This design comes from an exercise in tuning for small area, a short achievable clock period and few clock cycles per item on the open sky130 flow, not from production work.
RTL that was checked went through simulation tests only; none was proved equivalent to the original.
Function not checked in runs 1 to 3: the RTL went through the layout flow alone.
No activity file was given, so power comes from the tool's default toggle rates.

[design/flow/flow/run.sh]
#!/bin/bash
# Layout flow: the standard ORFS flow (standard.sh) with these changes:
# - ports buffered by the smallest plain buffer (buf_1) instead of the
#   delay-cell buffer buffer_ports picks by default;
# - timing repair aimed at a setup margin below the clock period, so the
#   resizer works on the paths that set the achieved period;
# - clock tree synthesis without dummy loads.
# The make output goes to standard.log; each ORFS step writes its own log
# under orfs/logs/.
set -euo pipefail
bash standard.sh \
  "BUFFER_PORTS_ARGS=-buffer_cell sky130_fd_sc_hd__buf_1" \
  "SETUP_SLACK_MARGIN=7.6" \
  "CTS_ARGS=-sink_clustering_enable -repair_clock_nets -dont_use_dummy_load -sink_clustering_size 20 -sink_clustering_max_diameter 80" \
  finish > standard.log 2>&1
[design/flow/standard.sh]
#!/bin/bash
# synth_recipe.tcl (not shown) runs the flow's synth.tcl, then flattens the netlist and writes it again
# the make line also repeats each setting of config.mk as NAME=value (left out here)
make -C /OpenROAD-flow-scripts/flow DESIGN_CONFIG=/design/flow/config.mk WORK_HOME=/design/flow/orfs CLKGATE_MAP_FILE= SYNTH_SCRIPT=/design/flow/synth_recipe.tcl "${@:-finish}"
[design/flow/config.mk]
export PLATFORM = sky130hd
export DESIGN_NAME = tcp_rx
export DESIGN_NICKNAME = tcp_rx
export VERILOG_FILES = /design/flow/design.v
export SDC_FILE = /design/flow/constraint.sdc
export NUM_CORES = 4
export LEC_CHECK = 0
export CAP_MARGIN = 20
export CORE_MARGIN = 2
export CORE_UTILIZATION = 40
export PLACE_DENSITY = 0.6
export SLEW_MARGIN = 20
[design/flow/constraint.sdc]
create_clock -name core_clock -period 11.0 [get_ports {clk}]
set_input_delay 2.2000 -clock core_clock [delete_from_list [all_inputs] [get_ports {clk}]]
set_output_delay 2.2000 -clock core_clock [all_outputs]
set_load 0.01 [all_outputs]
[design/flow/design.v]
module tcp_rx (
    input  wire        clk,
    input  wire        rst,
    input  wire        start,
    output wire        ready,
    input  wire        raw,
    input  wire [31:0] src_addr,
    input  wire [31:0] dst_addr,
    input  wire [15:0] len,
    input  wire        in_valid,
    output wire        in_ready,
    input  wire [31:0] in_data,
    output reg         done,
    output reg  [1:0]  result,
    output reg  [15:0] csum,
    output reg  [2:0]  seg_class,
    output reg  [15:0] payload_len,
    output reg  [15:0] sport,
    output reg  [15:0] dport,
    output reg  [31:0] seq_num,
    output reg  [31:0] ack_num,
    output reg  [3:0]  doff,
    output reg  [5:0]  flags,
    output reg  [15:0] window,
    output reg  [15:0] cksum_field,
    output reg  [15:0] urg_ptr
);
    localparam [1:0] RES_OK        = 2'd0;
    localparam [1:0] RES_MALFORMED = 2'd1;
    localparam [1:0] RES_CHECKSUM  = 2'd2;
    localparam [2:0] C_NONE   = 3'd0;
    localparam [2:0] C_DATA   = 3'd1;
    localparam [2:0] C_SYN    = 3'd2;
    localparam [2:0] C_SYNACK = 3'd3;
    localparam [2:0] C_ACK    = 3'd4;
    localparam [2:0] C_FIN    = 3'd5;
    localparam [2:0] C_FINACK = 3'd6;
    function [31:0] csa;
        input [15:0] a;
        input [15:0] b;
        input [15:0] c;
        reg   [15:0] s, k;
        begin
            s   = a ^ b ^ c;
            k   = (a & b) | (a & c) | (b & c);
            csa = {k[14:0], k[15], s};
        end
    endfunction
    function [15:0] eac_add;
        input [15:0] a;
        input [15:0] b;
        reg   [15:0] g, p, gg, pp, c;
        integer i, l;
        begin
            g  = a & b;
            p  = a ^ b;
            gg = g;
            pp = a | b;
            for (l = 1; l < 16; l = l * 2)
                for (i = 15; i >= l; i = i - 1) begin
                    gg[i] = gg[i] | (pp[i] & gg[i-l]);
                    pp[i] = pp[i] & pp[i-l];
                end
            c[0] = gg[15];
            for (i = 1; i < 16; i = i + 1)
                c[i] = gg[i-1] | (pp[i-1] & gg[15]);
            eac_add = p ^ c;
        end
    endfunction
    reg         ready_q;      
    reg         in_ready_q;   
    reg         pend_q;       
    reg         raw_q;
    reg  [1:0]  low_q;        
    reg         short_q;      
    reg         bad_q;        
    reg         clr_q;        
    reg  [13:0] rem_q;        
    reg         rz_q;         
    reg         r1_q;         
    reg  [2:0]  hc_q;         
    reg  [15:0] sx_q, sy_q;   
    assign ready    = ready_q;
    assign in_ready = in_ready_q;
    wire beat   = in_valid & in_ready_q;
    wire last   = rz_q | (r1_q & (low_q == 2'd0));
    wire busy0  = ~ready_q & ~in_ready_q;          
    wire clr    = clr_q;                           
    wire [3:0] lane_ok;
    assign lane_ok[3] = 1'b1;
    assign lane_ok[2] = ~rz_q | (low_q != 2'd1);
    assign lane_ok[1] = ~rz_q | (low_q == 2'd3);
    assign lane_ok[0] = ~rz_q;
    wire [3:0]  lane = lane_ok & {4{in_ready_q}};
    wire [31:0] dm   = in_data & {{8{lane[3]}}, {8{lane[2]}}, {8{lane[1]}}, {8{lane[0]}}};
    wire [15:0] op_z = raw_q          ? 16'd0 :
                       busy0          ? 16'd6 :
                       (hc_q == 3'd0) ? {rem_q, low_q} :
                       (hc_q == 3'd1) ? 16'd6 : 16'd0;
    wire [31:0] l1 = csa(clr ? 16'd0 : sx_q, clr ? 16'd0 : sy_q, op_z);
    wire [15:0] op_a = ready_q ? src_addr[31:16] : l1[15:0];
    wire [15:0] op_b = ready_q ? src_addr[15:0]  : l1[31:16];
    wire [15:0] op_c = ready_q ? dst_addr[31:16] : dm[31:16];
    wire [15:0] op_d = ready_q ? dst_addr[15:0]  : dm[15:0];
    wire [31:0] l2 = csa(op_a, op_b, op_c);
    wire [31:0] l3 = csa(l2[15:0], l2[31:16], op_d);
    wire [15:0] fold   = eac_add(sx_q, sy_q);
    wire        sum_ok = ((sx_q ^ sy_q) == 16'hFFFF) | ((sx_q & sy_q) == 16'hFFFF);
    wire [4:0]  doff_m4   = 5'd4 - {1'b0, doff};
    wire [14:0] pl_diff   = {1'b0, rem_q} + {{10{doff_m4[4]}}, doff_m4};
    wire        pl_take   = in_valid & in_ready_q & (hc_q == 3'd4);
    wire        malformed = short_q | (doff < 4'd5) | bad_q;
    wire [5:0]  k         = flags & 6'h17;
    reg  [2:0]  cls;
    always @(*) begin
        if (payload_len != 16'd0)
            cls = ((flags & 6'h07) == 6'h00) ? C_DATA : C_NONE;
        else begin
            case (k)
                6'h02:   cls = C_SYN;
                6'h12:   cls = C_SYNACK;
                6'h10:   cls = C_ACK;
                6'h01:   cls = C_FIN;
                6'h11:   cls = C_FINACK;
                default: cls = C_NONE;
            endcase
        end
    end
    always @(posedge clk) begin
        csum        <= ~fold;
        seg_class   <= cls;
        if (raw_q)
            result <= RES_OK;
        else if (malformed)
            result <= RES_MALFORMED;
        else if (!sum_ok)
            result <= RES_CHECKSUM;
        else
            result <= RES_OK;
    end
    always @(posedge clk) begin
        if (in_valid || !in_ready_q)
            {sy_q, sx_q} <= l3;
    end
    always @(posedge clk) begin
        if (beat) begin
            case (hc_q)
                3'd0: begin
                    sport <= in_data[31:16];
                    dport <= in_data[15:0];
                end
                3'd1: seq_num <= in_data;
                3'd2: ack_num <= in_data;
                3'd3: begin
                    doff   <= in_data[31:28];
                    flags  <= in_data[21:16];
                    window <= in_data[15:0];
                end
                3'd4: begin
                    cksum_field <= in_data[31:16];
                    urg_ptr     <= in_data[15:0];
                end
                default: ;
            endcase
        end
    end
    always @(posedge clk) begin
        if (ready_q && start) begin
            raw_q <= raw;
            low_q   <= len[1:0];
            short_q <= (len[15:2] < 14'd5);
        end
        if (pl_take) begin
            payload_len <= {pl_diff[13:0], low_q};
            bad_q       <= pl_diff[14];
        end
        if (ready_q)
            clr_q <= raw;
        else if (beat)
            clr_q <= 1'b0;
        if (ready_q)
            hc_q <= 3'd0;
        else if (beat && hc_q != 3'd5)
            hc_q <= hc_q + 3'd1;
        if (ready_q) begin
            rem_q <= len[15:2];
            rz_q  <= (len[15:2] == 14'd0);
            r1_q  <= (len[15:2] == 14'd1);
        end else if (beat) begin
            rem_q <= rem_q - 14'd1;
            rz_q  <= (rem_q == 14'd1);
            r1_q  <= (rem_q == 14'd2);
        end
    end
    always @(posedge clk) begin
        if (rst) begin
            ready_q    <= 1'b1;
            in_ready_q <= 1'b0;
            pend_q     <= 1'b0;
            done       <= 1'b0;
        end else begin
            done <= ready_q & pend_q;
            if (ready_q) begin
                if (start) begin
                    ready_q    <= 1'b0;
                    in_ready_q <= (len != 16'd0);
                    pend_q     <= 1'b0;
                end else begin
                    pend_q     <= 1'b0;
                end
            end else if (busy0) begin
                ready_q <= 1'b1;
                pend_q  <= 1'b1;
            end else if (beat && last) begin
                in_ready_q <= 1'b0;
                ready_q    <= 1'b1;
                pend_q     <= 1'b1;
            end
        end
    end
endmodule
==> results by group, run 1 <==
Final layout
  – Regs by FF count: ack_num (32), seq_num (32)
  – Post-Layout Cell Count: 1,626
  – Fillers: 2,655
  – Share of cells above drive strength 1: 0.1062
  – Nets@finish: 1,457
  – Area added between synthesis and finish: 21.86%
  – Final Cell Area: 0.01480 sq mm

Worst hold path
  – Min-delay src: pend_q
  – Hold EP: done
  – Worst hold path class: reg -> reg
  – Hold depth: 2

Timing
  – Setup_tns: 0 ns
  – Fmax: 0.2975 GHz
  – Worst-Margin Slew: 1.081 ns
  – Skew final: 0.04835 ns
  – Final worst slack: 7.638 ns
  – Setup-failing EPs final: 0
  – RSZ-0062 raised after global routing: yes
  – Slew Viols, Final: 0
  – Slew Limit Headroom: 0.2779
  – Crit path time final: 3.362 ns
  – Final worst-path cycle share: 0.3056
  – Final count of hold timing violations: 0

Power
  – Switching part of the total power: 0.3406
  – Gate power share: 0.351
  – Clk pwr share: 0.204
  – Net Switching: 955.1 uW
  – Cell-internal power: 1849 uW
  – Worst IR Drop VDD: 0.08277 mV
  – Power Dens Cells: 189.5 mW/mm^2
  – P_leak: 0.005350 uW
  – Seq pwr share: 0.445

Global routing
  – Vias in the first global route: 8,338
  – Largest net degree at the start of global routing: 54
  – Global Route Usage Sum: 0.2139
  – Overflow after GRT: 0
  – Antenna violations before repair: 3
  – First-pass GRT wire length: 50,360 um

Setup path
  – Largest stage delay, worst path: 0.49 ns
  – Worst reg2reg path depth: 10
  – FF-to-FF setup slack: 7.70 ns
  – Setup crit end kind: output pin
  – Critical path cell sequence: buf_6
  – Reg-to-Reg End: sx_q[3]
  – Setup CP Type: reg -> out
  – Worst EP required: 8.80 ns
  – CP Launch Type: flop
  – Crit path DAT: 1.16 ns
  – Crit-path leading delay family: flip-flops
  – CP Max Fanout: 6
  – Buf+Inv Stages, Crit Path: 1
  – CP max stage cell: edfxtp_1
  – Worst path depth: 1
  – Reg2reg start: hc_q[0]

Floorplan
  – Die ar.: 0.03177 sq mm
  – Initial Utilization: 0.4075
  – DIE HEIGHT: 178.2 um
  – Num rows: 63
  – DIE WIDTH: 178.2 um
  – Ports: 311
  – Core area: 0.02980 sq mm

Place
  – Placed Cells incl. Taps: 1,597
  – Placed inst area: 0.01420 sq mm
  – Dpl hpwl: 26,250 um
  – Dpl ws: 7.067 ns
  – GP Congestion: 0.8524
  – Port Buffers: 310

Logic synthesis
  – Distinct cell type count after synthesis: 54
  – EDFF count, synth: 224
  – Async set-reset flop share out of synthesis: 0
  – Sequential share of the synthesized area: 0.6001
  – Post-Synth XOR/XNOR Area: 0.02741
  – Top FF cell, synth: edfxtp_1
  – Cells after Synth: 907
  – Adder-cell share of the synthesized area: 0.1391
  – Yosys top cell by area: edfxtp_1
  – Top cell type's share of synthesized area: 0.5539
  – Largest family of logic cells by synthesized area: adder cells
  – Post-Synthesis Net Count: 1,129
  – Synth warn: 1
  – Top cells by area, synth: edfxtp_1 (55%), fa_1 (8.2%), ha_1 (5.7%)
  – Synth Area in Compound Gates: 0.07347
  – Avg Cell Area, Syn: 13.39 sq um
  – Post-Syn Area: 0.01214 sq mm
  – #FFs+latches synth: 252
  – Multiplexer share of the synthesized area: 0.03060
  – Area share of and/or/nand/nor cells after synthesis: 0.09346

Drt
  – Routed WL: 34,300 um
  – Wirelength per Cell: 21.09 um
  – Residual DRC: 0
  – Via Count: 8,325
  – Final ANT Viol Nets: 0
  – DRT iter0 DRCs: 579
  – Via/cell ratio: 5.120
  – 1st-pass router iterations: 5

Clock tree
  – Clock Latency Late Sink: 0.50 ns
  – Clk buf depth: 3
  – CTS Sinks: 252
  – Clock root cell: clkbuf_16
  – Hold-fix buffers at CTS: 0
  – CTS clk-pin slew, worst paths: 0.09 ns
  – H-Tree Depth: 1
  – CTS tree: done
  – Cts bufs inserted: 17

Run
  – Max-cap violations: 0

Outcome
  – Status: timing/DRC/antenna clean
-- cell usage in the layout, fill, tap and decap left out, types with 15 or more instances in the layout --
cell type and count:
ha_1 54, o21ai_0 31, dfxtp_1 26, inv_1 95, a21oi_1 36, edfxtp_1 224, xnor2_1 20, clkbuf_16 17
fa_2 16, buf_1 304, fa_1 34, nor2_1 71, nor4_1 15, nand2_1 47, a22oi_2 16, xor2_1 18
-- cells in the mapped netlist (15+ instances only) --
library cell / instances
edfxtp_1: 224
inv_1: 97
nor2_1: 72
ha_1: 55
fa_1: 50
nand2_1: 48
a21oi_1: 37
mux2i_1: 36
o21ai_0: 31
dfxtp_1: 28
xnor2_1: 20
xor2_1: 18
a22oi_1: 16
clkbuf_1: 15
nor4_1: 15
-- layer usage --
| layer | vias to the layer above | track usage | wire [um] |
|---|---|---|---|
| li1 | 3880 | - | - |
| met1 | 4109 | 0.2799 | 14470 |
| met2 | 298 | 0.3716 | 16950 |
| met3 | 38 | 0.03879 | 2255 |
| met4 | 0 | 0.04709 | 625 |
| met5 | - | 0 | 0 |
-- power groups by stage --
stage / Sequential (uW) / Clock [uW] / Combinational [uW]
floorplan: 1260 / 0 / 679
global placement: 1270 / 0 / 954
detailed placement: 1270 / 0 / 971
CTS: 1250 / 592 / 984
global route: 1260 / 621 / 1110
finish: 1250 / 573 / 983
-- metrics by stage --
step | power, uW | utilization | hold slack (ns)
6_report | 2804 | 0.4966 | 0.4298
5_1_grt | 2990 | 0.4965 | 0.4628
4_1_cts | 2825 | 0.4933 | 0.4352
3_5_place_dp | 2245 | 0.4766 | 0.4259
3_3_place_gp | 2227 | 0.4766 | 0.4243
2_1_floorplan | 1936 | - | 0.4097
-- worst register-to-register path: cells and delay by family, from the launching register on --
family                     cells  cell delay, ns
DFF                            1            0.36
buffers and inverters          3            0.45
muxes                          1            0.22
and+or+nand+nor                2            0.46
adders and majority gates      4            1.55
-- cell type report --
class	count	area, sq um	area share
Clock buffer	17	425.4	0.02875
Sequential cell	252	7295	0.4929
Inverter	97	364.1	0.02460
Tap cell	390	488.0	0.03298
Multi-Input combinational cell	539	4861	0.3285
Antenna cell	3	7.507	0.0005073
Timing Repair Buffer	328	1358	0.09174
-- how the worst max path moves through the flow --
stage                           to         from
final                     flags[1]     flags[1]
after global routing       sx_q[3]      hc_q[0]
after CTS                 flags[1]     flags[1]
after detailed placement  sx_q[15]  in_data[31]
after global placement    sx_q[15]  in_data[31]
after floorplan           dport[0]     in_valid
-- cell families (layout without fill, tap and decap cells) --
family,count (synthesis),count (layout)
AOI/OAI and AO/OA,137,137
xor gates and xnor gates,38,38
adders and majority gates,105,105
buffers and inverters,116,442
DFF,252,252
muxes,37,37
other,0,3
and+or+nand+nor,222,222
-- timing repair --
action | 4_1_cts | 5_1_grt
gates cloned | 0 | 1
pin swaps | 0 | 3
resized for setup | 4 | 22
endpoints found under the setup margin | 27 | 20
hold endpoints to repair | 0 | 0
buffers inserted | 5 | 2
==> run 2, diff against run 1 <==
--- a/design/flow/design.v
+++ b/design/flow/design.v
@@ -74,29 +74,27 @@
     reg  [1:0]  low_q;        
     reg         short_q;      
     reg         bad_q;        
-    reg         clr_q;        
+    reg         f1_q;         
+    reg         f2_q;         
     reg  [13:0] rem_q;        
-    reg         rz_q;         
-    reg         r1_q;         
     reg  [2:0]  hc_q;         
     reg  [15:0] sx_q, sy_q;   
     assign ready    = ready_q;
     assign in_ready = in_ready_q;
     wire beat   = in_valid & in_ready_q;
-    wire last   = rz_q | (r1_q & (low_q == 2'd0));
+    wire last   = (rem_q == 14'd0) | ((rem_q == 14'd1) & (low_q == 2'd0));
     wire busy0  = ~ready_q & ~in_ready_q;          
-    wire clr    = clr_q;                           
+    wire clr    = f1_q & raw_q;                    
     wire [3:0] lane_ok;
     assign lane_ok[3] = 1'b1;
-    assign lane_ok[2] = ~rz_q | (low_q != 2'd1);
-    assign lane_ok[1] = ~rz_q | (low_q == 2'd3);
-    assign lane_ok[0] = ~rz_q;
-    wire [3:0]  lane = lane_ok & {4{in_ready_q}};
+    assign lane_ok[2] = (rem_q != 14'd0) | (low_q != 2'd1);
+    assign lane_ok[1] = (rem_q != 14'd0) | (low_q == 2'd3);
+    assign lane_ok[0] = (rem_q != 14'd0);
+    wire [3:0]  lane = lane_ok & {4{beat}};
     wire [31:0] dm   = in_data & {{8{lane[3]}}, {8{lane[2]}}, {8{lane[1]}}, {8{lane[0]}}};
-    wire [15:0] op_z = raw_q          ? 16'd0 :
-                       busy0          ? 16'd6 :
-                       (hc_q == 3'd0) ? {rem_q, low_q} :
-                       (hc_q == 3'd1) ? 16'd6 : 16'd0;
+    wire [15:0] op_z = raw_q ? 16'd0 :
+                       f1_q  ? (busy0 ? 16'd6 : {rem_q, low_q}) :
+                       f2_q  ? 16'd6 : 16'd0;
     wire [31:0] l1 = csa(clr ? 16'd0 : sx_q, clr ? 16'd0 : sy_q, op_z);
     wire [15:0] op_a = ready_q ? src_addr[31:16] : l1[15:0];
     wire [15:0] op_b = ready_q ? src_addr[15:0]  : l1[31:16];
@@ -139,8 +137,7 @@
             result <= RES_OK;
     end
     always @(posedge clk) begin
-        if (in_valid || !in_ready_q)
-            {sy_q, sx_q} <= l3;
+        {sy_q, sx_q} <= l3;
     end
     always @(posedge clk) begin
         if (beat) begin
@@ -174,23 +171,16 @@
             payload_len <= {pl_diff[13:0], low_q};
             bad_q       <= pl_diff[14];
         end
-        if (ready_q)
-            clr_q <= raw;
-        else if (beat)
-            clr_q <= 1'b0;
+        f1_q <= ready_q;
+        f2_q <= f1_q & ~ready_q;
         if (ready_q)
             hc_q <= 3'd0;
         else if (beat && hc_q != 3'd5)
             hc_q <= hc_q + 3'd1;
-        if (ready_q) begin
+        if (ready_q)
             rem_q <= len[15:2];
-            rz_q  <= (len[15:2] == 14'd0);
-            r1_q  <= (len[15:2] == 14'd1);
-        end else if (beat) begin
+        else if (beat)
             rem_q <= rem_q - 14'd1;
-            rz_q  <= (rem_q == 14'd1);
-            r1_q  <= (rem_q == 14'd2);
-        end
     end
     always @(posedge clk) begin
         if (rst) begin
==> run 2 against run 1 <==
Wire length increased by 1.9%. Critical path depth up 7. Critical path type is now in -> reg. Fmax decreased by 6.1%. Flip-flop and latch count fell by 1. Global-route usage is 0.63 points higher. Highest routed layer is now met5.
==> results by group, run 2 <==
Timing
  – Worst-Margin Slew: 0.7951 ns
  – Hold_ws: 0.4510 ns
  – Slew Viols, Final: 0
  – Skew final: 0.1191 ns
  – Fmax: 0.2793 GHz
  – Setup-failing EPs final: 0
  – RSZ-0062 raised after global routing: yes
  – Final worst-path cycle share: 0.3255
  – Crit path time final: 3.580 ns
  – Final count of hold timing violations: 0
  – Slew Limit Headroom: 0.4700
  – Setup_tns: 0 ns

Logic synthesis
  – Area share of and/or/nand/nor cells after synthesis: 0.09246
  – Synth Area in Compound Gates: 0.08039
  – Async set-reset flop share out of synthesis: 0
  – Sequential share of the synthesized area: 0.5855
  – Yosys top cell by area: edfxtp_1
  – Synth warn: 1
  – Top cell type's share of synthesized area: 0.4804
  – #FFs+latches synth: 251
  – Post-Syn Area: 0.01181 sq mm
  – Largest family of logic cells by synthesized area: adder cells
  – Adder-cell share of the synthesized area: 0.1430
  – Avg Cell Area, Syn: 12.73 sq um
  – Top cells by area, synth: edfxtp_1 (48%), dfxtp_1 (11%), fa_1 (8.5%)
  – EDFF count, synth: 189
  – Multiplexer share of the synthesized area: 0.02542
  – Most frequent cell after synthesis: edfxtp_1
  – Most common library cells after synthesis: edfxtp_1 (189), inv_1 (120), nand2_1 (77)
  – Distinct cell type count after synthesis: 57
  – Cells after Synth: 928
  – Post-Synthesis Net Count: 1,150
  – Top FF cell, synth: edfxtp_1
  – Post-Synth XOR/XNOR Area: 0.02817

Final layout
  – Commonest non-fill, non-tap cell in the layout: buf_1
  – Regs by FF count: ack_num (32), seq_num (32)
  – Share of cells above drive strength 1: 0.08433
  – Area added between synthesis and finish: 20.82%
  – Most frequent cells in the layout: buf_1 (304), edfxtp_1 (189), inv_1 (116)
  – Fillers: 2,666
  – Fin util: 0.4946
  – Final Cell Area: 0.01427 sq mm
  – Nets@finish: 1,481

Drt
  – Final ANT Viol Nets: 0
  – Wirelength per Cell: 21.27 um
  – 1st-pass router iterations: 6
  – Via/cell ratio: 5.139
  – Via Count: 8,443
  – DRT iter0 DRCs: 585
  – Residual DRC: 0
  – Routed WL: 34,940 um

Place
  – Port Buffers: 310
  – Dpl hpwl: 26,860 um
  – Placed inst area: 0.01356 sq mm
  – GP Congestion: 0.8821

Power
  – Worst IR Drop VDD: 0.09074 mV
  – Gate power share: 0.341
  – Net Switching: 947.6 uW
  – Clk pwr share: 0.217
  – Cell-internal power: 1801 uW
  – Seq pwr share: 0.442
  – Design Power: 2749 uW
  – Switching part of the total power: 0.3447
  – P_leak: 0.005408 uW
  – Power Dens Cells: 192.6 mW/mm^2

Clock tree
  – H-Tree Depth: 1
  – Cts bufs inserted: 18
  – CTS tree: done
  – CTS Sinks: 251
  – Clock root cell: clkbuf_16
  – Clk buf depth: 3
  – CTS clk-pin slew, worst paths: 0.09 ns
  – Hold-fix buffers at CTS: 0
  – Clock Latency Late Sink: 0.55 ns

Global routing
  – Antenna violations before repair: 3
  – Overflow after GRT: 0
  – First-pass GRT wire length: 50,380 um
  – Vias in the first global route: 8,067
  – Largest net degree at the start of global routing: 62
  – Global Route Usage Sum: 0.2201

Setup path
  – CP Max Fanout: 8
  – Setup crit end kind: flop
  – Worst EP required: 11.31 ns
  – CP Launch Type: input pin
  – Setup CP Type: in -> reg
  – Crit path DAT: 3.89 ns

Floorplan
  – Core area: 0.02886 sq mm
  – DIE WIDTH: 175.9 um
  – Die ar.: 0.03093 sq mm
  – Num rows: 62
  – DIE HEIGHT: 175.9 um
  – Initial Utilization: 0.4094
  – Ports: 311

Run
  – Max-cap violations: 0

Worst hold path
  – Worst hold path class: reg -> reg

Outcome
  – Status: timing/DRC/antenna clean
-- run 2: cell types whose count changed after synthesis, sizes merged, moves of 8 or more --
cell    delta
inv       +23
and2      -13
nor3b      +9
a21oi     +10
nor2      -25
edfxtp    -35
nor3       +9
a22oi      -8
nand2     +29
dfxtp     +34
-- run 2: routing by layer --
layer	track usage	up-vias	share of wire
met5	0	-	0.00046
met4	0.05820	2	0.023
met3	0.05130	52	0.079
met2	0.3844	342	0.50
met1	0.2749	4131	0.40
li1	-	3916	-
-- run 2: stage by stage --
stage                     setup WS, ns  std cells
after floorplan                  7.037        928
after global placement           6.634       1608
after detailed placement         6.533       1608
after CTS                        7.400       1638
after global routing             7.371       1642
final                            7.420       1643
-- run 2: kinds of logic after synthesis --
| group | after synthesis |
|---|---|
| mux | 30 |
| buf+inv | 140 |
| flops | 251 |
| xor+xnor | 38 |
| simple gates | 223 |
| fa+ha+maj | 105 |
| compound gates | 141 |
-- run 2: power groups by stage --
stage	Clock (uW)	Combinational (uW)	Sequential, uW
after floorplan	0	647	1220
after global placement	0	894	1240
after detailed placement	0	916	1240
after CTS	610	934	1220
after global routing	644	1060	1230
final	596	937	1220
-- run 2: final cells by class --
cell class | instances | area [sq um] | share of cell area
sequential | 251 | 6924 | 0.4851
multi-input combinational | 539 | 4596 | 0.3220
timing repair buffer | 329 | 1368 | 0.09581
tap | 384 | 480.5 | 0.03366
clock buffer | 18 | 450.4 | 0.03156
inverter | 120 | 450.4 | 0.03156
antenna | 2 | 5.005 | 0.0003506
-- run 2: final timing paths --
check / from / cells past startpoint / to / slack, ns
max: in_valid / 8 / sx_q[15] / 7.42
min: pend_q / 2 / done / 0.45
max reg2reg: rem_q[4] / 11 / sx_q[7] / 7.53
min reg2reg: pend_q / 2 / done / 0.45
-- run 2: critical path, cell delays in order --
cell	delay (ns)
buf_8	0.09
nand2_8	0.07
buf_4	0.20
nor3b_2	0.19
a21oi_1	0.08
fa_1	0.53
inv_1	0.06
fa_1	0.48
-- run 2: what timing repair did --
item | 4_1_cts | 5_1_grt
setup buffers | 11 | 2
resized for setup | 19 | 16
pin swaps | 7 | 11
cloned | 1 | 1
setup endpoints to repair | 65 | 61
==> run 3, diff against run 2 <==
--- a/design/flow/design.v
+++ b/design/flow/design.v
@@ -46,27 +46,6 @@
             csa = {k[14:0], k[15], s};
         end
     endfunction
-    function [15:0] eac_add;
-        input [15:0] a;
-        input [15:0] b;
-        reg   [15:0] g, p, gg, pp, c;
-        integer i, l;
-        begin
-            g  = a & b;
-            p  = a ^ b;
-            gg = g;
-            pp = a | b;
-            for (l = 1; l < 16; l = l * 2)
-                for (i = 15; i >= l; i = i - 1) begin
-                    gg[i] = gg[i] | (pp[i] & gg[i-l]);
-                    pp[i] = pp[i] & pp[i-l];
-                end
-            c[0] = gg[15];
-            for (i = 1; i < 16; i = i + 1)
-                c[i] = gg[i-1] | (pp[i-1] & gg[15]);
-            eac_add = p ^ c;
-        end
-    endfunction
     reg         ready_q;      
     reg         in_ready_q;   
     reg         pend_q;       
@@ -102,7 +81,9 @@
     wire [15:0] op_d = ready_q ? dst_addr[15:0]  : dm[15:0];
     wire [31:0] l2 = csa(op_a, op_b, op_c);
     wire [31:0] l3 = csa(l2[15:0], l2[31:16], op_d);
-    wire [15:0] fold   = eac_add(sx_q, sy_q);
+    wire [16:0] fs0    = {1'b0, sx_q} + {1'b0, sy_q};
+    wire [15:0] fs1    = sx_q + sy_q + 16'd1;
+    wire [15:0] fold   = fs0[16] ? fs1 : fs0[15:0];
     wire        sum_ok = ((sx_q ^ sy_q) == 16'hFFFF) | ((sx_q & sy_q) == 16'hFFFF);
     wire [4:0]  doff_m4   = 5'd4 - {1'b0, doff};
     wire [14:0] pl_diff   = {1'b0, rem_q} + {{10{doff_m4[4]}}, doff_m4};
==> run 3 against run 2 <==
Critical path type unchanged. Synthesized area is 1.6% lower. Non-clock buffer count rose by 1. Synthesized cell count shrank 5.0%. Combinational power grew 2.5%. Global-route usage shrank 0.62 points. Fmax is 0.70% higher. Final cell count decreased by 2.7%. Worst hold slack lost 0.011 ns. Flip-flop and latch count stayed put. Setup slack better by 0.025 ns. Total power is 0.55% lower.
==> results by group, run 3 <==
Outcome
  – Status: timing/DRC/antenna clean

Clock tree
  – H-Tree Depth: 1
  – Hold-fix buffers at CTS: 0
  – CTS clk-pin slew, worst paths: 0.08 ns
  – Cts bufs inserted: 17
  – CTS Sinks: 251
  – Clk buf depth: 3
  – Clock root cell: clkbuf_16
  – CTS tree: done
  – Clock Latency Late Sink: 0.51 ns

Drt
  – DRT iter0 DRCs: 582
  – 1st-pass router iterations: 5
  – Residual DRC: 0
  – Via/cell ratio: 5.027
  – Routed WL: 33,210 um
  – Via Count: 8,033
  – Wirelength per Cell: 20.78 um
  – Final ANT Viol Nets: 0

Setup path
  – Setup crit end kind: flop
  – Worst reg2reg path depth: 10
  – CP Max Fanout: 8
  – Setup CP Type: in -> reg
  – Worst EP required: 11.35 ns
  – Reg-to-Reg End: sx_q[5]
  – Reg2reg start: rem_q[8]
  – CP Launch Type: input pin
  – FF-to-FF setup slack: 7.53 ns
  – Crit path DAT: 3.90 ns

Global routing
  – Antenna violations before repair: 11
  – Vias in the first global route: 7,929
  – Largest net degree at the start of global routing: 73
  – Overflow after GRT: 0
  – Global Route Usage Sum: 0.2140
  – First-pass GRT wire length: 48,800 um

Power
  – Worst IR Drop VDD: 0.1115 mV
  – P_leak: 0.005231 uW
  – Power Dens Cells: 195.3 mW/mm^2
  – Gate power share: 0.351
  – Seq pwr share: 0.440
  – Switching part of the total power: 0.3483
  – Net Switching: 952.2 uW
  – Clk pwr share: 0.209
  – Cell-internal power: 1781 uW

Floorplan
  – DIE WIDTH: 174.4 um
  – DIE HEIGHT: 174.4 um
  – Core area: 0.02863 sq mm
  – Num rows: 62
  – Initial Utilization: 0.4059
  – Ports: 311
  – Die ar.: 0.03043 sq mm

Run
  – Max-cap violations: 0

Timing
  – Slew Limit Headroom: 0.3338
  – RSZ-0062 raised after global routing: yes
  – Slew Viols, Final: 0
  – Crit path time final: 3.555 ns
  – Setup-failing EPs final: 0
  – Fmax: 0.2813 GHz
  – Final worst-path cycle share: 0.3232
  – Final count of hold timing violations: 0
  – Skew final: 0.04226 ns
  – Setup_tns: 0 ns
  – Worst-Margin Slew: 0.9993 ns

Final layout
  – Commonest non-fill, non-tap cell in the layout: buf_1
  – Nets@finish: 1,414
  – Most frequent cells in the layout: buf_1 (306), edfxtp_1 (189), inv_1 (86)
  – Post-Layout Cell Count: 1,598
  – Fin util: 0.4889
  – Share of cells above drive strength 1: 0.08140
  – Regs by FF count: ack_num (32), seq_num (32)
  – Storage cell area: 0.006922 sq mm
  – Fillers: 2,671
  – Area added between synthesis and finish: 20.45%
  – Area of the multi-input gates: 0.004449 sq mm
  – Final Cell Area: 0.01400 sq mm

Logic synthesis
  – Sequential share of the synthesized area: 0.5952
  – Synth warn: 1
  – Most frequent cell after synthesis: edfxtp_1
  – Post-Synthesis Net Count: 1,090
  – Yosys top cell by area: edfxtp_1
  – Cells after Synth: 882
  – Top FF cell, synth: edfxtp_1
  – Top cells by area, synth: edfxtp_1 (49%), dfxtp_1 (11%), fa_1 (8.8%)
  – Most common library cells after synthesis: edfxtp_1 (189), inv_1 (91), nand2_1 (87)
  – #FFs+latches synth: 251
  – Avg Cell Area, Syn: 13.17 sq um
  – EDFF count, synth: 189
  – Top cell type's share of synthesized area: 0.4884
  – Distinct cell type count after synthesis: 58
  – Post-Syn Area: 0.01162 sq mm
  – Async set-reset flop share out of synthesis: 0

Place
  – Dpl hpwl: 25,300 um
  – GP Congestion: 0.8880
  – Placed inst area: 0.01330 sq mm
  – Placed Cells incl. Taps: 1,555
  – Port Buffers: 310

Worst hold path
  – Hold EP: done
  – Min-delay src: pend_q
  – Worst hold path class: reg -> reg
  – Hold depth: 2
## run 3: worst max path at each step
stage              from  endpoint  slack, ns
2_1_floorplan  in_valid   sx_q[0]       7.04
3_3_place_gp   in_valid   sx_q[1]       6.58
3_5_place_dp   in_valid   sx_q[1]       6.52
4_1_cts        in_valid   sx_q[0]       7.41
5_1_grt        in_valid   sx_q[1]       7.41
6_report       in_valid   sx_q[1]       7.44
## run 3: per-layer routing
metal,share of wire,global-route usage
met2,0.48,0.3614
met3,0.076,0.04878
met1,0.42,0.2750
met5,0.00039,0
met4,0.023,0.06408
## run 3: final cells by class
class	count	share of cell area
flip-flops and latches	251	0.4945
multi-input cells	515	0.3179
repair buffers	330	0.09664
well taps	384	0.03433
clock buffers	17	0.03040
inverters	91	0.02441
diodes	10	0.001788
## run 3: power groups by stage
stage | Sequential [uW] | Combinational (uW) | Clock, uW
CTS | 1200 | 946 | 589
global placement | 1230 | 921 | 0
global route | 1210 | 1080 | 615
finish | 1200 | 960 | 572
floorplan | 1210 | 693 | 0
detailed placement | 1230 | 933 | 0
## run 3: logic make-up (layout without fill, tap and decap cells)
family / count (synthesis) / in the layout / share of synthesized area
flip-flops: 251 / 251 / 0.5952
XOR/XNOR: 42 / 42 / 0.03166
adder cells (fa/ha/maj): 91 / 91 / 0.1309
buffers and inverters: 118 / 438 / 0.04059
AND/OR/NAND/NOR: 191 / 193 / 0.08011
AO/OA/AOI/OAI: 157 / 157 / 0.09379
other: 0 / 10 / 0
multiplexers: 32 / 32 / 0.02767
## run 3: repair_timing
action | in CTS | in global routing
buffers inserted | 4 | 10
gates resized for setup | 16 | 19
setup endpoints to repair | 63 | 38
cloned | 2 | 0
pin swaps | 6 | 12
## run 3: through the flow
| step | hold WS [ns] | setup slack (ns) | power, uW |
|---|---|---|---|
| after floorplan | 0.3922 | 7.036 | 1907 |
| after global placement | 0.4248 | 6.584 | 2148 |
| after detailed placement | 0.4227 | 6.521 | 2158 |
| after CTS | 0.4402 | 7.409 | 2740 |
| after global routing | 0.4584 | 7.408 | 2912 |
| final | 0.4398 | 7.445 | 2734 |
## run 3: critical path, cell delays in order
cell	delay, ns
buf_8	0.09
nand2_8	0.06
a311oi_4	0.25
buf_12	0.17
a22oi_2	0.06
fa_1	0.59
inv_2	0.04
fa_1	0.43
==> run 4, diff against run 3 <==
--- a/design/flow/design.v
+++ b/design/flow/design.v
@@ -46,6 +46,27 @@
             csa = {k[14:0], k[15], s};
         end
     endfunction
+    function [15:0] eac_add;
+        input [15:0] a;
+        input [15:0] b;
+        reg   [15:0] g, p, gg, pp, c;
+        integer i, l;
+        begin
+            g  = a & b;
+            p  = a ^ b;
+            gg = g;
+            pp = a | b;
+            for (l = 1; l < 16; l = l * 2)
+                for (i = 15; i >= l; i = i - 1) begin
+                    gg[i] = gg[i] | (pp[i] & gg[i-l]);
+                    pp[i] = pp[i] & pp[i-l];
+                end
+            c[0] = gg[15];
+            for (i = 1; i < 16; i = i + 1)
+                c[i] = gg[i-1] | (pp[i-1] & gg[15]);
+            eac_add = p ^ c;
+        end
+    endfunction
     reg         ready_q;      
     reg         in_ready_q;   
     reg         pend_q;       
@@ -53,8 +74,7 @@
     reg  [1:0]  low_q;        
     reg         short_q;      
     reg         bad_q;        
-    reg         f1_q;         
-    reg         f2_q;         
+    reg         clr_q;        
     reg  [13:0] rem_q;        
     reg  [2:0]  hc_q;         
     reg  [15:0] sx_q, sy_q;   
@@ -63,17 +83,18 @@
     wire beat   = in_valid & in_ready_q;
     wire last   = (rem_q == 14'd0) | ((rem_q == 14'd1) & (low_q == 2'd0));
     wire busy0  = ~ready_q & ~in_ready_q;          
-    wire clr    = f1_q & raw_q;                    
+    wire clr    = clr_q;                           
     wire [3:0] lane_ok;
     assign lane_ok[3] = 1'b1;
     assign lane_ok[2] = (rem_q != 14'd0) | (low_q != 2'd1);
     assign lane_ok[1] = (rem_q != 14'd0) | (low_q == 2'd3);
     assign lane_ok[0] = (rem_q != 14'd0);
-    wire [3:0]  lane = lane_ok & {4{beat}};
+    wire [3:0]  lane = lane_ok & {4{in_ready_q}};
     wire [31:0] dm   = in_data & {{8{lane[3]}}, {8{lane[2]}}, {8{lane[1]}}, {8{lane[0]}}};
-    wire [15:0] op_z = raw_q ? 16'd0 :
-                       f1_q  ? (busy0 ? 16'd6 : {rem_q, low_q}) :
-                       f2_q  ? 16'd6 : 16'd0;
+    wire [15:0] op_z = raw_q          ? 16'd0 :
+                       busy0          ? 16'd6 :
+                       (hc_q == 3'd0) ? {rem_q, low_q} :
+                       (hc_q == 3'd1) ? 16'd6 : 16'd0;
     wire [31:0] l1 = csa(clr ? 16'd0 : sx_q, clr ? 16'd0 : sy_q, op_z);
     wire [15:0] op_a = ready_q ? src_addr[31:16] : l1[15:0];
     wire [15:0] op_b = ready_q ? src_addr[15:0]  : l1[31:16];
@@ -81,9 +102,7 @@
     wire [15:0] op_d = ready_q ? dst_addr[15:0]  : dm[15:0];
     wire [31:0] l2 = csa(op_a, op_b, op_c);
     wire [31:0] l3 = csa(l2[15:0], l2[31:16], op_d);
-    wire [16:0] fs0    = {1'b0, sx_q} + {1'b0, sy_q};
-    wire [15:0] fs1    = sx_q + sy_q + 16'd1;
-    wire [15:0] fold   = fs0[16] ? fs1 : fs0[15:0];
+    wire [15:0] fold   = eac_add(sx_q, sy_q);
     wire        sum_ok = ((sx_q ^ sy_q) == 16'hFFFF) | ((sx_q & sy_q) == 16'hFFFF);
     wire [4:0]  doff_m4   = 5'd4 - {1'b0, doff};
     wire [14:0] pl_diff   = {1'b0, rem_q} + {{10{doff_m4[4]}}, doff_m4};
@@ -118,7 +137,8 @@
             result <= RES_OK;
     end
     always @(posedge clk) begin
-        {sy_q, sx_q} <= l3;
+        if (in_valid || !in_ready_q)
+            {sy_q, sx_q} <= l3;
     end
     always @(posedge clk) begin
         if (beat) begin
@@ -152,8 +172,10 @@
             payload_len <= {pl_diff[13:0], low_q};
             bad_q       <= pl_diff[14];
         end
-        f1_q <= ready_q;
-        f2_q <= f1_q & ~ready_q;
+        if (ready_q)
+            clr_q <= raw;
+        else if (beat)
+            clr_q <= 1'b0;
         if (ready_q)
             hc_q <= 3'd0;
         else if (beat && hc_q != 3'd5)
--- a/design/flow/flow/run.sh
+++ b/design/flow/flow/run.sh
@@ -10,6 +10,6 @@
 set -euo pipefail
 bash standard.sh \
   "BUFFER_PORTS_ARGS=-buffer_cell sky130_fd_sc_hd__buf_1" \
-  "SETUP_SLACK_MARGIN=7.6" \
-  "CTS_ARGS=-sink_clustering_enable -repair_clock_nets -dont_use_dummy_load -sink_clustering_size 20 -sink_clustering_max_diameter 80" \
+  "SETUP_SLACK_MARGIN=7.5" \
+  "CTS_ARGS=-sink_clustering_enable -repair_clock_nets -dont_use_dummy_load -sink_clustering_size 25 -sink_clustering_max_diameter 150" \
   finish > standard.log 2>&1
==> run 4 against run 3 <==
Still clean. Sequential power increased by 4%. Final area increased by 1.9%. Total power increased by 1.1%. Worst hold slack got worse by 0.0051 ns. Setup slack improved by 0.12 ns. Clock power decreased by 13%. Clock skew decreased by 0.014 ns. Die area increased by 2.8%. Highest routed layer unchanged.
==> results by group, run 4 <==
Timing
  – Setup_tns: 0 ns
  – RSZ-0062 raised after global routing: no
  – Final worst-path cycle share: 0.3126
  – Final count of hold timing violations: 0
  – Crit path time final: 3.439 ns
  – Fmax: 0.2908 GHz
  – Slew Limit Headroom: 0.4179
  – Slew Viols, Final: 0
  – Skew final: 0.02812 ns
  – Worst-Margin Slew: 0.8732 ns
  – Setup-failing EPs final: 0
  – Hold_ws: 0.4346 ns

Floorplan
  – Initial Utilization: 0.4045
  – Core area: 0.02956 sq mm
  – Ports: 311
  – Die ar.: 0.03129 sq mm
  – DIE HEIGHT: 176.9 um
  – Num rows: 63
  – DIE WIDTH: 176.9 um

Place
  – GP Congestion: 0.8307
  – Dpl hpwl: 25,640 um
  – Port Buffers: 310

Drt
  – Via Count: 7,990
  – DRT iter0 DRCs: 522
  – Via/cell ratio: 5.060
  – 1st-pass router iterations: 5
  – Residual DRC: 0
  – Wirelength per Cell: 21.00 um
  – Final ANT Viol Nets: 0
  – Routed WL: 33,160 um

Logic synthesis
  – Post-Synthesis Net Count: 1,089
  – Cells after Synth: 867
  – Most frequent cell after synthesis: edfxtp_1
  – Top cells by area, synth: edfxtp_1 (56%), fa_1 (8.4%), ha_1 (5.8%)
  – EDFF count, synth: 222
  – #FFs+latches synth: 250
  – Async set-reset flop share out of synthesis: 0
  – Synth warn: 1
  – Distinct cell type count after synthesis: 58
  – Sequential share of the synthesized area: 0.6044
  – Top FF cell, synth: edfxtp_1
  – Yosys top cell by area: edfxtp_1
  – Most common library cells after synthesis: edfxtp_1 (222), inv_1 (92), nor2_1 (75)
  – Avg Cell Area, Syn: 13.79 sq um
  – Post-Syn Area: 0.01196 sq mm
  – Top cell type's share of synthesized area: 0.5575

Clock tree
  – Cts bufs inserted: 13
  – Hold-fix buffers at CTS: 0
  – H-Tree Depth: 1
  – Clk buf depth: 3
  – CTS clk-pin slew, worst paths: 0.10 ns
  – CTS tree: done
  – CTS Sinks: 250
  – Clock Latency Late Sink: 0.49 ns
  – Clock root cell: clkbuf_16

Final layout
  – Share of cells above drive strength 1: 0.07257
  – Storage cell area: 0.007232 sq mm
  – Commonest non-fill, non-tap cell in the layout: buf_1
  – Area added between synthesis and finish: 19.31%
  – Nets@finish: 1,409
  – Fillers: 2,713
  – Regs by FF count: ack_num (32), seq_num (32)
  – Most frequent cells in the layout: buf_1 (309), edfxtp_1 (222), inv_1 (91)
  – Area of the multi-input gates: 0.004557 sq mm

Global routing
  – First-pass GRT wire length: 48,870 um
  – Vias in the first global route: 7,977
  – Global Route Usage Sum: 0.2116
  – Largest net degree at the start of global routing: 58
  – Overflow after GRT: 0
  – Antenna violations before repair: 5

Setup path
  – CP max stage cell: fa_1
  – Largest stage delay, worst path: 0.54 ns
  – Worst EP required: 11.22 ns
  – Setup crit end kind: flop
  – Crit path DAT: 3.65 ns
  – CP Launch Type: input pin
  – CP Max Fanout: 6
  – Buf+Inv Stages, Crit Path: 2
  – Crit path top cell by count: fa_1
  – Critical path cell sequence: buf_1 > a22oi_1 > fa_1 > inv_1 > fa_1
  – Setup CP Type: in -> reg
  – Crit-path leading delay family: adder cells

Worst hold path
  – Worst hold path class: reg -> reg

Power
  – Worst IR Drop VDD: 0.08491 mV
  – Power Dens Cells: 193.7 mW/mm^2
  – P_leak: 0.005211 uW

Run
  – Max-cap violations: 0

Outcome
  – Status: timing/DRC/antenna clean
run 4: changes by cell type in the layout (fill, tap and decap cells not counted), moves of 14 or more:
cell / delta
and2_1: +17
dfxtp_1: -34
edfxtp_1: +33
ha_1: +14
mux2i_1: -15
mux2i_2: +14
nand2_1: -62
nor2_1: +48
run 4: worst paths after layout:
check / start / end / slack [ns] / cells past startpoint
max: in_data[20] / sx_q[4] / 7.56 / 5
min: pend_q / done / 0.43 / 2
max reg2reg: rem_q[10] / sx_q[4] / 7.66 / 10
min reg2reg: pend_q / done / 0.43 / 2
run 4: worst register-to-register path: cells and delay by family (launching register included):
family	cells	cell delay, ns
adder cells (fa/ha/maj)	2	0.85
AO/OA/AOI/OAI	2	0.33
AND/OR/NAND/NOR	4	1.12
buffers and inverters	2	0.31
flip-flops	1	0.45
run 4: layer usage:
| layer | GRT usage | vias up | share of wire |
|---|---|---|---|
| met1 | 0.2807 | 3921 | 0.43 |
| met4 | 0.04270 | 2 | 0.017 |
| li1 | - | 3733 | - |
| met5 | 0 | - | 0.00039 |
| met3 | 0.03737 | 30 | 0.064 |
| met2 | 0.3659 | 304 | 0.49 |
run 4: cell families after synthesis:
family	synth area share
multiplexers	0.02930
adder cells (fa/ha/maj)	0.1413
AO/OA/AOI/OAI	0.07733
buffers and inverters	0.03495
flip-flops	0.6044
AND/OR/NAND/NOR	0.08350
XOR/XNOR	0.02930
run 4: per-stage QoR:
stage	power, uW	cells	setup slack, ns	util	area (sq um)
floorplan	1962	867	7.413	-	12180
global placement	2259	1557	7.047	0.4678	13830
detailed placement	2275	1557	7.017	0.4678	13830
CTS	2786	1572	7.519	0.4803	14200
global route	2952	1575	7.501	0.4823	14260
finish	2764	1579	7.561	0.4826	14270
run 4: repair_timing:
| action | CTS | global route |
|---|---|---|
| setup buffers | 2 | 2 |
| endpoints found under the hold margin | 0 | 0 |
| setup endpoints to repair | 17 | 42 |
| gates resized for setup | 1 | 10 |
run 4: area by class of cell:
cell class | instances | area share
Inverter | 92 | 0.02421
Clock buffer | 13 | 0.02280
Multi-Input combinational cell | 506 | 0.3194
Timing Repair Buffer | 324 | 0.09174
Antenna cell | 4 | 0.0007016
Sequential cell | 250 | 0.5069
Tap cell | 390 | 0.03420
run 4: report_power, final:
group	leakage [uW]	internal [uW]	switching [uW]
clock network	0.000160	214	286
registers	0.00231	1180	76.3
logic	0.00274	414	595
total	0.00521	1810	957
Testbench counts of run 4, summed over its fixed seeds: cycles 93,989, items 1,280.
==> run 5, diff against run 4 <==
--- a/design/flow/flow/run.sh
+++ b/design/flow/flow/run.sh
@@ -10,6 +10,7 @@
 set -euo pipefail
 bash standard.sh \
   "BUFFER_PORTS_ARGS=-buffer_cell sky130_fd_sc_hd__buf_1" \
-  "SETUP_SLACK_MARGIN=7.5" \
+  "SETUP_SLACK_MARGIN=7.7" \
+  "TNS_END_PERCENT=0" \
   "CTS_ARGS=-sink_clustering_enable -repair_clock_nets -dont_use_dummy_load -sink_clustering_size 25 -sink_clustering_max_diameter 150" \
   finish > standard.log 2>&1
==> run 5 against run 4 <==
Via count grew 2.4%. Global-route usage grew 0.42 points. Wire length grew 3.5%. Critical path depth grew 5. First-iteration DRC count grew 30%. Non-clock buffer count grew 9. Synthesized cell count is the same. Clock skew grew 0.0058 ns. Sequential share of layout area shrank 0.22 points. Sequential power is essentially flat. Combinational power is essentially flat. Die area is the same.
==> results by group, run 5 <==
Setup path
  – CP max stage cell: fa_1
  – Worst Setup EP: sx_q[10]
  – Crit path top cell by count: fa_1
  – Critical path cell sequence: buf_12 > nor2_1 > nor4b_4 > buf_6 > and2_1 > fa_1 > mux2i_1 > fa_1 > inv_1 > fa_1
  – Buf+Inv Stages, Crit Path: 3
  – Reg-to-Reg End: sx_q[10]
  – Setup crit end kind: flop
  – Setup CP Type: reg -> reg
  – Reg2reg start: ready_q
  – FF-to-FF setup slack: 7.54 ns
  – CP startpoint: ready_q
  – CP Launch Type: flop
  – Worst EP required: 11.24 ns
  – Crit path DAT: 3.70 ns
  – Crit-path leading delay family: adder cells
  – Largest stage delay, worst path: 0.49 ns
  – CP Max Fanout: 12
  – Worst reg2reg path depth: 10
  – Worst path depth: 10

Floorplan
  – DIE HEIGHT: 176.9 um
  – Core area: 0.02956 sq mm
  – Die ar.: 0.03129 sq mm
  – Initial Utilization: 0.4045
  – Num rows: 63
  – Ports: 311
  – DIE WIDTH: 176.9 um

Logic synthesis
  – Top cells by area, synth: edfxtp_1 (56%), fa_1 (8.4%), ha_1 (5.8%)
  – Top FF cell, synth: edfxtp_1
  – EDFF count, synth: 222
  – Yosys top cell by area: edfxtp_1
  – Post-Synthesis Net Count: 1,089
  – Avg Cell Area, Syn: 13.79 sq um
  – Synth warn: 1
  – #FFs+latches synth: 250
  – Post-Syn Area: 0.01196 sq mm
  – Sequential share of the synthesized area: 0.6044
  – Async set-reset flop share out of synthesis: 0
  – Top cell type's share of synthesized area: 0.5575
  – Distinct cell type count after synthesis: 58
  – Most common library cells after synthesis: edfxtp_1 (222), inv_1 (92), nor2_1 (75)
  – Cells after Synth: 867
  – Most frequent cell after synthesis: edfxtp_1

Drt
  – Via/cell ratio: 5.156
  – Final ANT Viol Nets: 0
  – Wirelength per Cell: 21.64 um
  – DRT iter0 DRCs: 677
  – 1st-pass router iterations: 5
  – Routed WL: 34,340 um
  – Via Count: 8,182
  – Residual DRC: 0

Power
  – P_leak: 0.005351 uW
  – Design Power: 2768 uW
  – Power Dens Cells: 193.2 mW/mm^2
  – Worst IR Drop VDD: 0.08717 mV

Global routing
  – Met2 usage: 0.3701
  – First-pass GRT wire length: 49,730 um
  – Antenna violations before repair: 5
  – Largest net degree at the start of global routing: 45
  – GRT met1 Usage: 0.2837
  – Global Route Usage Sum: 0.2158
  – Vias in the first global route: 8,000
  – Overflow after GRT: 0
  – M3 GR Usage: 0.03737
  – Grt peak-use layer: met2

Final layout
  – Area added between synthesis and finish: 19.82%
  – Area of the multi-input gates: 0.004473 sq mm
  – Most frequent cells in the layout: buf_1 (305), edfxtp_1 (222), inv_1 (91)
  – Share of cells above drive strength 1: 0.07035
  – Final Cell Area: 0.01433 sq mm
  – Regs by FF count: ack_num (32), seq_num (32)
  – Fin util: 0.4847
  – Commonest non-fill, non-tap cell in the layout: buf_1
  – Nets@finish: 1,418
  – Fillers: 2,737
  – Storage cell area: 0.007232 sq mm

Run
  – Max-cap violations: 0

Place
  – Placed inst area: 0.01368 sq mm
  – GP Congestion: 0.8673
  – Port Buffers: 310
  – Dpl hpwl: 26,020 um

Clock tree
  – Clock Latency Late Sink: 0.50 ns
  – H-Tree Depth: 1
  – Clk buf depth: 3
  – CTS Sinks: 250
  – Clock root cell: clkbuf_16
  – Hold-fix buffers at CTS: 0
  – CTS clk-pin slew, worst paths: 0.10 ns
  – CTS tree: done
  – Cts bufs inserted: 13

Worst hold path
  – Min-delay src: pend_q
  – Worst hold path class: reg -> reg

Timing
  – Final worst-path cycle share: 0.3143
  – Crit path time final: 3.457 ns
  – Worst-Margin Slew: 0.9357 ns
  – Setup_tns: 0 ns
  – Setup-failing EPs final: 0
  – Fmax: 0.2893 GHz
  – Slew Limit Headroom: 0.3749
  – Slew Viols, Final: 0
  – RSZ-0062 raised after global routing: yes
  – Skew final: 0.03392 ns
  – Final count of hold timing violations: 0

Outcome
  – Status: timing/DRC/antenna clean
[run 5: worst min-delay path, stage by stage, from the launching register on]
cell and delay [ns]:
dfxtp_1 0.33, nand2_1 0.05, nor2_1 0.03
[run 5: worst min path at each step]
| stage | end | slack [ns] | depth (start not counted) |
|---|---|---|---|
| 6_report | done | 0.44 | 2 |
| 3_3_place_gp | done | 0.42 | 2 |
| 5_1_grt | done | 0.50 | 2 |
| 4_1_cts | done | 0.44 | 2 |
| 2_1_floorplan | done | 0.41 | 2 |
| 3_5_place_dp | done | 0.42 | 2 |
[run 5: cells by family after synthesis]
| logic type | after synthesis | synth area share |
|---|---|---|
| flip-flops | 250 | 0.6044 |
| AO/OA/AOI/OAI | 131 | 0.07733 |
| XOR/XNOR | 40 | 0.02930 |
| buffers and inverters | 111 | 0.03495 |
| multiplexers | 35 | 0.02930 |
| AND/OR/NAND/NOR | 195 | 0.08350 |
| adder cells (fa/ha/maj) | 105 | 0.1413 |
[run 5: layout make-up]
class | count | share of cell area
diodes | 3 | 0.0005240
well taps | 390 | 0.03406
repair buffers | 333 | 0.1017
multi-input cells | 506 | 0.3122
clock buffers | 13 | 0.02271
flip-flops and latches | 250 | 0.5048
inverters | 92 | 0.02410
[run 5: metal layers]
metal | routed length, um | up-vias
li1 | - | 3757
met1 | 14190 | 4029
met2 | 16870 | 346
met3 | 2403 | 46
met4 | 843 | 4
met5 | 23 | -
[run 5: power by group]
part / total (uW) / leakage (uW) / internal [uW] / switching [uW]
Clock: 500 / 0.000160 / 214 / 286
Combinational: 1020 / 0.00288 / 416 / 601
Sequential: 1250 / 0.00231 / 1180 / 73.6
[run 5: stage by stage]
step	hold WS [ns]	setup WS (ns)	instances
after floorplan	0.4101	7.413	867
after global placement	0.4208	6.863	1556
after detailed placement	0.4222	6.807	1556
after CTS	0.4394	7.581	1577
after global routing	0.4960	7.477	1585
final	0.4394	7.543	1587
[run 5: repair_timing]
item	CTS	global route
pin swaps	0	2
hold endpoints to repair	0	0
resized for setup	19	17
cloned	2	1
setup endpoints to repair	107	113
setup buffers	6	6
==> run 6, diff against run 5 <==
--- a/design/flow/flow/run.sh
+++ b/design/flow/flow/run.sh
@@ -11,6 +11,5 @@
 bash standard.sh \
   "BUFFER_PORTS_ARGS=-buffer_cell sky130_fd_sc_hd__buf_1" \
   "SETUP_SLACK_MARGIN=7.7" \
-  "TNS_END_PERCENT=0" \
   "CTS_ARGS=-sink_clustering_enable -repair_clock_nets -dont_use_dummy_load -sink_clustering_size 25 -sink_clustering_max_diameter 150" \
   finish > standard.log 2>&1
==> run 6 against run 5 <==
Sequential share of layout area shrank 1.3 points. Wire length decreased by 1.9%. Clock skew is 0.0046 ns higher. Global-route usage shrank 0.49 points. Still clean. Worst hold slack better by 0.019 ns. Total power up 1.2%.
==> results by group, run 6 <==
Floorplan
  – Initial Utilization: 0.4045
  – Core area: 0.02956 sq mm
  – Die ar.: 0.03129 sq mm
  – DIE WIDTH: 176.9 um
  – DIE HEIGHT: 176.9 um
  – Num rows: 63
  – Ports: 311

Setup path
  – Crit-path leading delay family: flip-flops
  – CP Max Fanout: 4
  – Setup CP Type: reg -> out
  – CP startpoint: doff[0]
  – CP max stage cell: edfxtp_1
  – Setup crit end kind: output pin
  – Crit path DAT: 1.11 ns
  – Worst EP required: 8.80 ns
  – Critical path cell sequence: buf_2
  – Buf+Inv Stages, Crit Path: 1
  – CP Launch Type: flop
  – Reg2reg start: hc_q[2]
  – Largest stage delay, worst path: 0.48 ns

Power
  – Worst IR Drop VDD: 0.1100 mV
  – Net Switching: 976.1 uW
  – Cell-internal power: 1824 uW
  – Power Dens Cells: 190.4 mW/mm^2
  – Seq pwr share: 0.445
  – Clk pwr share: 0.178
  – P_leak: 0.005451 uW
  – Gate power share: 0.376
  – Switching part of the total power: 0.3486

Logic synthesis
  – Distinct cell type count after synthesis: 58
  – Most frequent cell after synthesis: edfxtp_1
  – Synth warn: 1
  – Post-Synthesis Net Count: 1,089
  – EDFF count, synth: 222
  – Most common library cells after synthesis: edfxtp_1 (222), inv_1 (92), nor2_1 (75)
  – Top cell type's share of synthesized area: 0.5575
  – Async set-reset flop share out of synthesis: 0
  – #FFs+latches synth: 250
  – Yosys top cell by area: edfxtp_1
  – Top FF cell, synth: edfxtp_1
  – Cells after Synth: 867
  – Avg Cell Area, Syn: 13.79 sq um
  – Top cells by area, synth: edfxtp_1 (56%), fa_1 (8.4%), ha_1 (5.8%)
  – Sequential share of the synthesized area: 0.6044
  – Post-Syn Area: 0.01196 sq mm

Final layout
  – Share of cells above drive strength 1: 0.1400
  – Regs by FF count: ack_num (32), seq_num (32)
  – Most frequent cells in the layout: buf_1 (279), edfxtp_1 (222), inv_1 (83)
  – Nets@finish: 1,431
  – Area added between synthesis and finish: 23.01%
  – Commonest non-fill, non-tap cell in the layout: buf_1

Place
  – GP Congestion: 0.8421
  – Port Buffers: 310
  – Dpl hpwl: 25,800 um

Clock tree
  – Clk buf depth: 3
  – Cts bufs inserted: 13
  – CTS tree: done
  – H-Tree Depth: 1
  – CTS clk-pin slew, worst paths: 0.11 ns
  – Clock root cell: clkbuf_16
  – Clock Latency Late Sink: 0.49 ns
  – CTS Sinks: 250
  – Hold-fix buffers at CTS: 0

Timing
  – Final worst-path cycle share: 0.3011
  – Crit path time final: 3.313 ns
  – Slew Limit Headroom: 0.4432
  – RSZ-0062 raised after global routing: yes
  – Slew Viols, Final: 0
  – Skew final: 0.03848 ns
  – Setup_tns: 0 ns
  – Worst-Margin Slew: 0.8142 ns
  – Setup-failing EPs final: 0
  – Fmax: 0.3019 GHz
  – Hold_ws: 0.4584 ns
  – Final count of hold timing violations: 0

Global routing
  – Largest net degree at the start of global routing: 47
  – First-pass GRT wire length: 48,490 um
  – Vias in the first global route: 7,939
  – Global Route Usage Sum: 0.2108
  – Overflow after GRT: 0
  – Antenna violations before repair: 5

Outcome
  – Status: timing/DRC/antenna clean

Run
  – Max-cap violations: 0

Worst hold path
  – Worst hold path class: reg -> reg
  – Min-delay src: pend_q

Drt
  – Routed WL: 33,700 um
  – Via Count: 8,118
  – Via/cell ratio: 5.077
  – 1st-pass router iterations: 5
  – Wirelength per Cell: 21.08 um
  – DRT iter0 DRCs: 532
  – Final ANT Viol Nets: 0
  – Residual DRC: 0
-- run 6: metrics by stage --
stage / cell area (sq um) / utilization / total power [uW] / std cells / worst slack (ns)
after global routing: 14700 / 0.4974 / 2979 / 1597 / 7.594
after global placement: 13880 / 0.4695 / 2269 / 1557 / 7.080
after detailed placement: 13880 / 0.4695 / 2288 / 1557 / 7.027
final: 14710 / 0.4976 / 2800 / 1599 / 7.687
after CTS: 14400 / 0.4871 / 2798 / 1584 / 7.645
after floorplan: 12230 / - / 1973 / 867 / 7.413
-- run 6: kinds of logic (layout without fill, tap and decap cells) --
family	count (synthesis)	after routing	share of synthesized area
simple gates	195	195	0.08350
compound gates	131	131	0.07733
buf+inv	111	451	0.03495
other cells	0	2	0
mux	35	35	0.02930
fa+ha+maj	105	105	0.1413
xor+xnor	40	40	0.02930
flops	250	250	0.6044
-- run 6: per-layer routing --
metal | global-route usage | vias to the layer above | part of all wire
met4 | 0.04029 | 6 | 0.019
met1 | 0.2770 | 3983 | 0.43
met3 | 0.04467 | 38 | 0.066
met5 | 0 | - | 0.0013
met2 | 0.3628 | 308 | 0.49
li1 | - | 3783 | -
-- run 6: cell type report --
type                    instances  area (sq um)
well taps                     390         488.0
clock buffers                  13         325.3
fillers                      2685         14850
inverters                      92         347.8
diodes                          2         5.005
multi-input cells             506          4705
flip-flops and latches        250          7237
repair buffers                346          1602
-- run 6: final timing paths --
path	endpoint	depth (start not counted)	slack, ns
setup / recovery	doff[0]	1	7.69
hold / removal	done	2	0.46
setup reg to reg	sx_q[13]	9	7.80
hold reg to reg	done	2	0.46
-- run 6: timing repair --
item / in CTS / in global routing
resized for setup: 23 / 81
gates cloned: 0 / 1
buffers inserted: 14 / 12
pin swaps: 4 / 27
setup endpoints to repair: 73 / 34
-- run 6: power groups by stage --
stage               Sequential, uW  Clock (uW)  Combinational, uW
floorplan                     1260           0                713
global placement              1280           0                992
detailed placement            1280           0               1010
CTS                           1250         512               1040
global route                  1260         539               1180
finish                        1250         500               1050

## what the ideal ports hide
The results above use ideal ports. As a check the final layouts listed here were re-extracted and re-timed, cells and wires unchanged. Step 1 (the two cells are an assumption about what drives the block):
set clk [get_ports {clk}]
set_driving_cell -lib_cell sky130_fd_sc_hd__clkbuf_16 $clk
set_driving_cell -lib_cell sky130_fd_sc_hd__buf_2 [delete_from_list [all_inputs] $clk]
Step 2 also shifts input and output timing later by t, the mid clock arrival at the registers, as if the neighbouring blocks saw the same clock. a / b / c = ideal ports / drivers / drivers and shift; a / b = the first two.
run | t (ns) | setup slack, ns | pins driven straight from the clock port
run 1 | 0.524 | 7.638 / 7.590 / 7.136 | 1
run 2 | 0.537 | 7.420 / 7.400 / 6.863 | 1
run 3 | 0.533 | 7.445 / 7.432 / 6.899 | 1
run 4 | 0.528 | 7.561 / 7.523 / 7.049 | 1
run 5 | 0.530 | 7.543 / 7.543 / 7.032 | 1
run 6 | 0.522 | 7.687 / 7.637 / 7.187 | 1
After both steps every run listed still meets setup and hold. The setup slack of run 2, which loses most, moves by -0.020 ns with the drivers and by -0.557 ns with both steps.
